Context: an optimization exercise on an open-source flow, tuned for small area, a short achievable clock period and few clock cycles. The choices shown serve that exercise and are no tape-out recipe.
The RTL was checked by simulation tests, not by an equivalence proof against the original design.

Design dither_core, start of the top module:
module dither_core (
    input  wire        clk,
    input  wire        rst,           
    input  wire        start,         
    input  wire [1:0]  op,            
    input  wire [15:0] width,
    input  wire [15:0] height,
    input  wire [15:0] stride,
    input  wire [15:0] src_base,
    input  wire [15:0] dbuf_base,
    input  wire [7:0]  qstep,
    input  wire        dout,
    output reg         busy,
    output reg         done,          
    output reg  [2:0]  err_code,      
    output reg         mem_req,
    output reg         mem_we,
    output reg  [15:0] mem_addr,
    output reg  [7:0]  mem_wdata,
    input  wire [7:0]  mem_rdata
);
    localparam S_IDLE = 3'd0;
    localparam S_LOOP = 3'd1;
    localparam S_XTRA = 3'd2;
    localparam S_EVAL = 3'd3;
    localparam S_LG   = 3'd4;
    localparam S_MAP  = 3'd5;
    localparam S_DTH  = 3'd6;
    localparam S_CMP  = 3'd7;
    reg [2:0]  state;
    reg [1:0]  ph;            
    reg [1:0]  opr;
    reg [15:0] wr;            
    reg [15:0] st;            
    reg [7:0]  nq;            
    reg        dq;            
    reg [15:0] hc;            
    reg [15:0] cc;            
    reg [15:0] pa, pb;        
    reg        pa16, pb16, ov1, ov2;
    reg        first, drain;
    reg [1:0]  cl;            
    reg        pw, pw2;       
    reg        nf;            
    reg        near;          
    reg [7:0]  curv;          
    reg [7:0]  ob;            
    reg [7:0]  b1, b2;        
    reg [7:0]  rq;            
    reg [7:0]  qq;            
    reg [7:0]  e;             
    reg signed [6:0] t7s;     
    reg [4:0]  gkr;           
    reg [7:0]  xb;            
    wire is_map  = (opr == 2'd1);
    wire is_dth  = (opr == 2'd2);
    wire fast    = |wr[15:2];
    wire lastrow = (hc == 16'd1);
    wire row_full = (cc == wr);
    wire more_pix = !(row_full && lastrow);
    wire idle    = (state == S_IDLE);
    wire accept  = idle && start;
    reg         p_bsel;       
    reg  [16:0] pa_op;
    reg  [16:0] pb_op;
    wire [16:0] pa_base = p_bsel ? {1'b0, mem_addr} : {pa16, pa};
  ...
clock: 30.0 ns
lec_check: 0
cap_margin: 20
core_margin: 2
core_utilization: 65
cts_cluster_diameter: 100
cts_cluster_size: 30
slew_margin: 20
standard.sh (not shown) runs the stock make flow with config.mk's settings and CLKGATE_MAP_FILE= SYNTH_SCRIPT=/design/flow/synth_recipe.tcl, a recipe that flattens the netlist after the stock synthesis.
==> flow/flow/run.sh <==
#!/bin/bash
# The standard layout, with every input and output port buffered by a
# sky130_fd_sc_hd__buf_2 instead of the delay buffer buffer_ports picks by
# default.  Each tool's output stays in orfs/logs; make's own output goes to
# standard.log.
set -euo pipefail
export BUFFER_PORTS_ARGS="-buffer_cell sky130_fd_sc_hd__buf_2"
bash standard.sh > standard.log 2>&1
The baseline produced a clean layout.
Testbench counts at the start, summed over its fixed seeds: cycles 97,441.
Edit:
Settings changed: CORE_UTILIZATION 65 to 40, CTS_CLUSTER_DIAMETER 100 to 80, CTS_CLUSTER_SIZE 30 to 24.
Effect:
- synthesized cell count is unchanged
- flip-flop and latch count stays the same
- sequential share of layout area is lower by 0.58 points
- wire length drops by a few percent
- area after synthesis stays the same
- count of clock-buffer cells in the layout grows by 7
- via count fell by a few percent
Edit:
Settings changed: CORE_UTILIZATION 40 to 65.
Outcome: Synthesized area is unchanged; cell area shrinks by 1.4%; setup slack is better by 0.025 ns.
Edit:
Settings changed: CORE_UTILIZATION 65 to 40, CTS_CLUSTER_DIAMETER 80 to default, CTS_CLUSTER_SIZE 24 to default.
Result:
- routed wire length went down by 2.7%
- final cell count went up by 9.3%
- critical path depth stays the same
- area after synthesis is unchanged
- hold slack improved by 0.0038 ns
- non-clock buffer count went up by 2
- final area went up by 2.0%


Starting RTL as in the previous note.
clock: 30.0 ns
lec_check: 0
cap_margin: 20
core_margin: 2
core_utilization: 40
cts_cluster_diameter: 100
cts_cluster_size: 30
slew_margin: 20
Scripts as last shown in full above: flow/flow/run.sh
The first run completed without violations.
Testbench counts at the start, summed over its fixed seeds: cycles 97,441.
Rerun with:
- CORE_UTILIZATION: 40 -> 65
- CTS_CLUSTER_DIAMETER: 100 -> unset
- CTS_CLUSTER_SIZE: 30 -> unset
What happened: The new run completed with no timing, DRC or antenna violations; count of clock-buffer cells in the layout went up by 10; hold slack stays flat; final cell count went down by about 7.5%; wire length went up by about 4.4%; sequential share of layout area is about the same; cell area hardly moves; via count went up by about 6.4%.
Rerun with:
- CTS_CLUSTER_DIAMETER: unset -> 90
- CTS_CLUSTER_SIZE: unset -> 27
The new run went through all stages and came out clean.
Clock-buffer cell count is lower by 10.
Routed wire length is lower slightly.
Synthesized area stays the same.
Cell area is lower slightly.
Non-clock buffer count is lower by 1.
Setup slack is better by 15 ps.
Sequential share of layout area is higher by 0.24 points.
Global-route usage is lower by 0.36 points.
Final cell count is lower slightly.

static timing again, ports no longer ideal:
Ports are ideal in the flow. The routed layouts listed here were re-timed in OpenROAD. Step 1 assumes that a clkbuf_16 drives the clock port and a buf_2 every other input. Step 2 also shifts input and output timing later by t, the mid clock arrival at the registers, as if the neighbouring blocks saw the same clock. a / b / c = no drivers / after step 1 / after step 2; a / b = the first two.
run	t (ns)	setup slack, ns	worst setup path at the end	worst data-port slew with drivers (ns)	cell pins on the clock port's net
the first run of note 1	0.595	22.713 / 22.653 / 22.843	input to register	0.12	1
the second run of note 1	0.629	22.650 / 22.585 / 22.842	input to register	0.11	1
the third run of note 1	0.629	22.675 / 22.615 / 22.831	input to register	0.14	1
the fourth run of note 1	0.661	22.602 / 22.538 / 22.863	input to register	0.10	1
the first run of note 2	0.595	22.653 / 22.590 / 22.833	input to register	0.11	1
the second run of note 2	0.651	22.670 / 22.607 / 22.831	input to register	0.13	1
the third run of note 2	0.607	22.685 / 22.624 / 22.815	input to register	0.13	1
After both steps setup and hold are still met in every run listed.
